From an optimization exercise on the open Yosys and OpenROAD flow, aimed at small area; shortcuts taken in it are not production practice.
Function was checked by simulation only, so behaviour that the tests miss may differ from the original.
Power figures rest on the tool's default switching activity, not on a simulated workload.

$ cat flow/constraint.sdc
create_clock -name core_clock -period 10.0 [get_ports {clk}]
set_input_delay 2.0000 -clock core_clock [delete_from_list [all_inputs] [get_ports {clk}]]
set_output_delay 2.0000 -clock core_clock [all_outputs]
set_load 0.01 [all_outputs]
$ cat flow/config.mk
export PLATFORM = sky130hd
export DESIGN_NAME = kram_core
export DESIGN_NICKNAME = kram_core
export VERILOG_FILES = /design/flow/design.v
export SDC_FILE = /design/flow/constraint.sdc
export NUM_CORES = 4
export LEC_CHECK = 0
export CAP_MARGIN = 20
export CORE_MARGIN = 2
export CORE_UTILIZATION = 40
export PLACE_DENSITY = 0.6
export SLEW_MARGIN = 20
$ cat flow/design.v
module kram_core (
    input  wire        clk,
    input  wire        rst,
    input  wire        cmd_valid,
    input  wire [7:0]  cmd_op,
    input  wire [15:0] cmd_a,
    input  wire [15:0] cmd_b,
    output wire        busy,
    output wire [1:0]  result,
    output wire [7:0]  status,
    input  wire [3:0]  csr_addr,
    output reg  [31:0] csr_rdata,
    output reg         bmp_req,
    output wire [15:0] bmp_row,
    output wire [12:0] bmp_col,
    input  wire        bmp_ack,
    input  wire [7:0]  bmp_data,
    input  wire        bus_open_ok,
    output reg         breq,
    input  wire        bgnt,
    input  wire        berr,
    output reg         cs,
    output wire        sclk,
    output wire        sdo
);
    localparam [7:0] OP_INIT     = 8'h01;
    localparam [7:0] OP_ENCODE   = 8'h02;
    localparam [7:0] OP_TRANSMIT = 8'h04;
    localparam [7:0] OP_SHUTDOWN = 8'h05;
    localparam [1:0] R_OK   = 2'd0;
    localparam [1:0] R_GEOM = 2'd1;
    localparam [1:0] R_BUSU = 2'd2;
    localparam [1:0] R_TXF  = 2'd3;
    localparam [1:0] L_UNINIT = 2'd0;
    localparam [1:0] L_READY  = 2'd1;
    localparam [1:0] L_CLOSED = 2'd2;
    localparam [4:0] S_IDLE     = 5'd0;
    localparam [4:0] S_CHK_REF  = 5'd1;    
    localparam [4:0] S_CHK_DONE = 5'd2;    
    localparam [4:0] S_CHK_OPEN = 5'd3;    
    localparam [4:0] S_CHK_TX   = 5'd4;    
    localparam [4:0] S_CHK_SHUT = 5'd5;    
    localparam [4:0] S_OPEN     = 5'd6;
    localparam [4:0] S_SETUP    = 5'd7;
    localparam [4:0] S_CMDB     = 5'd8;
    localparam [4:0] S_FLIP     = 5'd9;
    localparam [4:0] S_ACQ      = 5'd10;
    localparam [4:0] S_CFG      = 5'd11;
    localparam [4:0] S_CSA      = 5'd12;
    localparam [4:0] S_LOAD     = 5'd13;
    localparam [4:0] S_FETCH    = 5'd14;
    localparam [4:0] S_SHIFT    = 5'd15;
    localparam [4:0] S_CSD      = 5'd16;
    localparam [4:0] S_REL      = 5'd17;
    localparam [4:0] S_CLOSE    = 5'd18;
    localparam [4:0] S_DONE     = 5'd19;
    localparam [2:0] K_CMD  = 3'd0;
    localparam [2:0] K_HDR0 = 3'd1;
    localparam [2:0] K_HDR1 = 3'd2;
    localparam [2:0] K_PIX  = 3'd3;
    localparam [2:0] K_TRL0 = 3'd4;
    localparam [2:0] K_TRL1 = 3'd5;
    reg [4:0]  state;
    reg [1:0]  life;
    reg        pol;
    reg [1:0]  res;
    reg [1:0]  pres;         
    reg        own;
    reg [12:0] w;            
    reg [15:0] h;
    reg [29:0] flen;
    reg [15:0] row;
    reg [12:0] col;
    reg [2:0]  kind;
    reg [8:0]  sr;           
    reg [1:0]  ph;           
    reg [24:0] acc;          
    assign busy    = (state != S_IDLE);
    assign result  = res;
    assign status  = {2'b00, own, cs, busy, pol, life};
    assign sclk    = (state == S_SHIFT) & ph[1];
    assign sdo     = (state == S_SHIFT) & sr[8];
    assign bmp_row = row;
    assign bmp_col = col;
    wire cfg = (life != L_UNINIT);
    always @(*) begin
        case (csr_addr)
            4'd0:    csr_rdata = {30'd0, life};
            4'd1:    csr_rdata = {24'd0, status};
            4'd2:    csr_rdata = {30'd0, res};
            4'd3:    csr_rdata = cfg ? {16'd0, w, 3'd0} : 32'd0;
            4'd4:    csr_rdata = cfg ? {16'd0, h} : 32'd0;
            4'd5:    csr_rdata = cfg ? {19'd0, w} : 32'd0;
            4'd6:    csr_rdata = cfg ? {2'd0, flen} : 32'd0;
            4'd7:    csr_rdata = 32'd8;
            4'd8:    csr_rdata = 32'd2000000;
            4'd9:    csr_rdata = 32'd255;
            default: csr_rdata = 32'd0;
        endcase
    end
    wire geom_ok  = (cmd_a[15:3] != 13'd0) && (cmd_a[2:0] == 3'd0) && (cmd_b != 16'd0);
    wire geom_eq  = (cmd_a == {w, 3'd0}) && (cmd_b == h);
    wire ready    = (life == L_READY);
    reg [4:0] chk_state;
    reg [1:0] chk_res;
    always @(*) begin
        chk_state = S_CHK_REF;
        chk_res   = R_OK;
        case (cmd_op)
            OP_INIT: begin
                if (ready)             chk_state = S_CHK_REF;
                else if (!geom_ok)     begin chk_state = S_CHK_DONE; chk_res = R_GEOM; end
                else                   chk_state = S_CHK_OPEN;
            end
            OP_ENCODE: begin
                if (!ready)            chk_state = S_CHK_REF;
                else if (!geom_eq)     begin chk_state = S_CHK_DONE; chk_res = R_GEOM; end
                else                   chk_state = S_CHK_DONE;
            end
            OP_TRANSMIT: begin
                if (!ready)            chk_state = S_CHK_REF;
                else if (!geom_eq)     begin chk_state = S_CHK_DONE; chk_res = R_GEOM; end
                else                   chk_state = S_CHK_TX;
            end
            OP_SHUTDOWN: begin
                if (!ready)            chk_state = S_CHK_REF;
                else                   chk_state = S_CHK_SHUT;
            end
            default: chk_state = S_CHK_REF;
        endcase
    end
    wire [13:0] m     = {1'b0, col} + 14'd2;
    reg  [4:0]  digit;
    always @(*) begin
        case (state)
            S_CHK_OPEN: digit = {1'b0, m[13:10]};
            S_OPEN:     digit = m[9:5];
            default:    digit = m[4:0];
        endcase
    end
    wire        last_step = (state == S_SETUP);
    wire [29:0] mac = {acc, 3'd0, last_step, last_step} + row * digit;
    wire [15:0] row_inc  = row + 16'd1;
    wire [12:0] col_inc  = col + 13'd1;
    wire        row_last = (row_inc == h);
    wire        col_last = (col_inc == w);
    wire        last_bit = (ph == 2'd3) && (sr[7:0] == 8'h80);
    wire [7:0]  pix_byte = {bmp_data[0], bmp_data[1], bmp_data[2], bmp_data[3],
                            bmp_data[4], bmp_data[5], bmp_data[6], bmp_data[7]};
    always @(posedge clk) begin
        if (rst) begin
            state   <= S_IDLE;
            life    <= L_UNINIT;
            pol     <= 1'b0;
            res     <= R_OK;
            own     <= 1'b0;
            breq    <= 1'b0;
            cs      <= 1'b0;
            bmp_req <= 1'b0;
        end else begin
            case (state)
                S_IDLE:     if (cmd_valid) state <= chk_state;
                S_CHK_REF:  state <= S_IDLE;
                S_CHK_DONE: state <= S_DONE;
                S_CHK_OPEN: state <= S_OPEN;
                S_CHK_TX:   state <= S_CMDB;
                S_CHK_SHUT: state <= S_CLOSE;
                S_OPEN:     state <= bus_open_ok ? S_SETUP : S_DONE;
                S_SETUP: begin
                    pol   <= 1'b1;
                    life  <= L_READY;
                    state <= S_DONE;
                end
                S_CMDB:     state <= S_FLIP;
                S_FLIP: begin
                    pol   <= ~pol;
                    breq  <= 1'b1;
                    state <= S_ACQ;
                end
                S_ACQ: begin
                    if (bgnt) begin
                        own   <= 1'b1;
                        state <= S_CFG;
                    end else if (col[7:0] == 8'd255) begin
                        breq  <= 1'b0;
                        state <= S_DONE;
                    end
                end
                S_CFG:      state <= S_CSA;
                S_CSA: begin
                    cs    <= 1'b1;
                    state <= S_LOAD;
                end
                S_LOAD: begin
                    if (berr)
                        state <= S_CSD;
                    else if (kind == K_PIX) begin
                        bmp_req <= 1'b1;
                        state   <= S_FETCH;
                    end else
                        state <= S_SHIFT;
                end
                S_FETCH: begin
                    if (berr) begin
                        bmp_req <= 1'b0;
                        state   <= S_CSD;
                    end else if (bmp_ack) begin
                        bmp_req <= 1'b0;
                        state   <= S_SHIFT;
                    end
                end
                S_SHIFT: begin
                    if (berr)
                        state <= S_CSD;
                    else if (last_bit)
                        state <= (kind == K_TRL1) ? S_CSD : S_LOAD;
                end
                S_CSD: begin
                    cs    <= 1'b0;
                    state <= S_REL;
                end
                S_REL: begin
                    own   <= 1'b0;
                    breq  <= 1'b0;
                    state <= S_DONE;
                end
                S_CLOSE: begin
                    cs    <= 1'b0;
                    own   <= 1'b0;
                    breq  <= 1'b0;
                    life  <= L_CLOSED;
                    state <= S_DONE;
                end
                S_DONE: begin
                    res   <= pres;
                    state <= S_IDLE;
                end
                default: state <= S_IDLE;
            endcase
        end
    end
    always @(posedge clk) begin
        acc <= (state == S_IDLE) ? 25'd0 : mac[24:0];
        case (state)
            S_IDLE: begin
                row  <= cmd_b;
                col  <= cmd_a[15:3];
                if (cmd_valid) pres <= chk_res;
            end
            S_OPEN:  if (!bus_open_ok) pres <= R_BUSU;
            S_SETUP: begin
                w    <= col;
                h    <= row;
                flen <= mac;
                pres <= R_OK;
            end
            S_FLIP:  col <= 13'd0;
            S_ACQ:   begin
                col <= col_inc;
                if (!bgnt) pres <= R_TXF;
            end
            S_CSA: begin
                pres <= R_OK;
                kind <= K_CMD;
                row  <= 16'd0;
            end
            S_LOAD: begin
                ph <= 2'd0;
                if (berr) pres <= R_TXF;
                case (kind)
                    K_CMD:   sr <= {6'd0, ~pol, 1'b1, 1'b1};
                    K_HDR1:  sr <= {row_inc[7:0], 1'b1};
                    default: sr <= {8'd0, 1'b1};
                endcase
            end
            S_FETCH: begin
                if (berr) pres <= R_TXF;
                else if (bmp_ack) sr <= {pix_byte, 1'b1};
            end
            S_SHIFT: begin
                if (berr) pres <= R_TXF;
                else begin
                    ph <= ph + 2'd1;
                    if (ph == 2'd3) sr <= {sr[7:0], 1'b0};
                    if (last_bit) begin
                        case (kind)
                            K_CMD:  kind <= K_HDR0;
                            K_HDR0: kind <= K_HDR1;
                            K_HDR1: begin kind <= K_PIX; col <= 13'd0; end
                            K_PIX: begin
                                if (col_last) begin
                                    kind <= row_last ? K_TRL0 : K_HDR0;
                                    row  <= row_inc;
                                end else
                                    col <= col_inc;
                            end
                            K_TRL0: kind <= K_TRL1;
                            default: ;
                        endcase
                    end
                end
            end
            S_CLOSE: pres <= R_OK;
            default: ;
        endcase
    end
endmodule
$ cat flow/run.sh
#!/bin/bash
# synth_recipe.tcl (not shown) runs the flow's synth.tcl, then flattens the netlist and writes it again
# the make line also repeats each setting of config.mk as NAME=value (left out here)
make -C /OpenROAD-flow-scripts/flow DESIGN_CONFIG=/design/flow/config.mk WORK_HOME=/design/flow/orfs CLKGATE_MAP_FILE= SYNTH_SCRIPT=/design/flow/synth_recipe.tcl finish
==> run summary <==
## layout make-up
cell class              count  area (µm²)
fillers                  2729       14800
flip-flops and latches    143        3900
clock inverters            13         114
repair buffers            147        1430
clock buffers              19         454
inverters                 133         499
multi-input cells         919        6830
well taps                 384         480
## metal layers
layer,track usage [%],vias to the layer above,part of all wire (%)
met1,32.3,4831,43
met3,3.54,77,6.4
met4,9.28,0,3.8
met5,0,-,0
li1,-,4555,-
met2,38.9,441,47
## power groups by stage
stage	registers, mW	logic (mW)	clock network, mW
3_3_place_gp	0.804	1.47	0
2_1_floorplan	0.773	1.09	0
5_1_grt	0.797	1.67	0.674
4_1_cts	0.791	1.49	0.651
6_report	0.792	1.49	0.642
3_5_place_dp	0.804	1.48	0
## synth_stat cells, drive strengths merged, types with 39 or more instances
cell,n,share of area [%]
o21ai,76,3.3
inv,133,4.3
a21oi,56,2.4
and2,73,4.0
dfxtp,39,6.8
edfxtp,104,27
xnor2,50,3.8
fa,58,10
xor2,56,4.2
nor2,74,2.4
nand2,109,3.6
## cells by family after synthesis
family                     after synthesis
AOI/OAI and AO/OA                      259
xor gates and xnor gates               114
adders and majority gates               96
buffers and inverters                  202
DFF                                    143
muxes                                   13
other                                    1
and+or+nand+nor                        433
## stage by stage
step | setup WS [ns] | hold WS, ns
3_3_place_gp | 3.07 | 0.484
4_1_cts | 3.01 | 0.499
2_1_floorplan | 4.49 | 0.463
5_1_grt | 2.56 | 0.538
3_5_place_dp | 3.02 | 0.482
6_report | 3.05 | 0.496
## path summary, 6_finish.rpt
path | to | from | slack (ns) | cells after the start
worst max-delay path | csr_rdata[21] | csr_addr[3] | 3.05 | 9
worst min-delay path | acc[24]$_SDFF_PP0_ | acc[19]$_SDFF_PP0_ | 0.50 | 2
worst max register to register | flen[27]$_DFFE_PP_ | state[0]$_SDFFE_PP0P_ | 3.07 | 20
worst min register to register | acc[24]$_SDFF_PP0_ | acc[19]$_SDFF_PP0_ | 0.50 | 2
## critical path: stages
cell and delay (ns):
clkdlybuf4s50_1 0.60, inv_1 0.19, nand2_1 0.12, nor3b_2 0.22, buf_4 0.25, inv_1 0.06
nor2_1 0.72, and2_1 0.24, clkdlybuf4s50_1 0.54
## sequential cells by signal (all words and copies together) (netlist names)
signal,count
own,1
w,13
bmp_req,1
pol,1
res,2
state,5
breq,1
h,16
sr,9
flen,30
pres,2
cs,1
row,16
col,13
acc,25
life,2
ph,2
kind,3
==> flow_summary_export.csv <==
group,metric,value,unit
finish,mostFrequentLayoutCells,"131 x inv_1, 131 x clkdlybuf4s50_1, 108 x nand2_1",
die,io_pins,136,
cts,h-tree-depth,4,
worst_setup_path,cp-start-kind,"input pin",
timing,slew_headroom,30.9,%
logic_synthesis,seq_area_frac_synth,33.8,%
finish,area_growth,18.7,%
route,dr.pass1.iters,8,
logic_synthesis,synth-compound-area-share,14.5,%
die,core,28500,µm²
timing,tightest_slew,1.03,ns
logic_synthesis,synthMuxAreaShare,1.13,%
timing,setup_viol,0,
timing,slew_viol_final,0,
status,outcome,"finished clean",
finish,design_area,13700,µm²
logic_synthesis,synth_edf_count,104,
placed_design,dp_cells,1725,
route,drc,0,
die,start_util,40.4,%
grt,antenna_found_initial,0,
route,ant_nets,0,
power,p_per_area,213,nW/µm²
die,die_x,174,µm
finish,final_core_util,48.0,%
timing,min_period,6.95,ns
power,p_clk_share,22.0,%
timing,hold_viol,0,
placed_design,placed_area,13100,µm²
cts,clk_transition_reported_paths,0.07,ns
route,via_per_inst,5.63,
cts,clock_sinks,143,
logic_synthesis,synthSimpleGateAreaFrac,19.5,%
grt,grt_pass1_wl,56000,µm
finish,antenna_cells,0,
logic_synthesis,ys.flop_type,"edfxtp_1",
logic_synthesis,netlist_area,11500,µm²
route,wl_per_cell,20.4,µm
logic_synthesis,ys_warn_count,1,
cts,root_buffer,"clkbuf_16",
timing,fin_crit_sh,69.5,%
logic_synthesis,synthCells,1261,
cts,clk_latency,0.43,ns
power,sw_frac_of_total,42.5,%
finish,nets,1516,
die,die-area,30200,µm²
worst_setup_path,crit_fanout,15,
grt,grtUsageTotal,23.9,%
logic_synthesis,synth_xor_area_share,9.61,%
worst_setup_path,cp.arrival,4.95,ns
power,combPwrFrac,50.9,%
placed_design,hpwl,27300,µm
logic_synthesis,avgSynthCellArea,9.16,µm²
timing,finClkSkew,0.0147,ns
worst_setup_path,cp-end-kind,"output pin",
grt,grt_pass1_vias,9504,
worst_hold_path,min_path_type,"flip-flop to flip-flop",
flow_run,maxCapViolCount,0,
logic_synthesis,yosys_register_bits,143,
timing,rsz0062_at_grt,"no",
cts,cts_setup_buffers,0,
die,die_height,174,µm
cts,cts_tree,"done",
cts,cts_made_buffers,17,
cts,cts_resized,0,
placed_design,place_congestion,0.907,
power,leakagePower,5.35,nW
placed_design,portBuffers,131,
cts,holdBufCountCts,0,
logic_synthesis,synthAdderAreaFrac,14.2,%
logic_synthesis,synth_top_family_by_area,"simple AND/OR/NAND/NOR gates",
die,core.rowCount,62,
power,irDropWorstVdd,0.174,mV
power,seqPwrFrac,27.1,%
power,power.total,2.92,mW
finish,drive_above_1_share,4.95,%
worst_setup_path,criticalPathCategory,"input pin to output pin",
route,drt_iter0_markers,1046,
route,dr_total_vias,9904,
timing,fmax,144,MHz
timing,fin_tns_setup,0,ns
route,finalWirelength,35900,µm
grt,grt_overflow,0,
power,p_int,1.68,mW
cts,clk_path_buf_depth,2,
power,p_switching,1.24,mW
worst_setup_path,critPathRequiredTime,8.00,ns
finish,finalNonFillerCells,1758,
logic_synthesis,ys_types,81,
grt,grt_max_degree,62,
logic_synthesis,async_flop_share,0,%

-- re-timing with driven ports --
The results above use ideal ports. As a check the final layout listed here was re-extracted and re-timed, cells and wires unchanged.
Step 1, drivers: a clkbuf_16 drives clk and a buf_2 each remaining input, both assumed.
Step 2 also shifts input and output timing later by t, the mid clock arrival at the registers, as if the neighbouring blocks saw the same clock.
Three values: ideal, step 1, step 2; two values: the first two.
t (ns): 0.478
setup slack, ns: 3.051 / 3.026 / 3.026
clock arrival spread, ns: 0.015 / 0.015
worst data-port slew with drivers (ns): 0.05
cell pins on the clock port's net: 1
After both steps this run still meets setup and hold. The setup slack of this run moves by -0.025 ns with the drivers and by -0.025 ns with both steps.
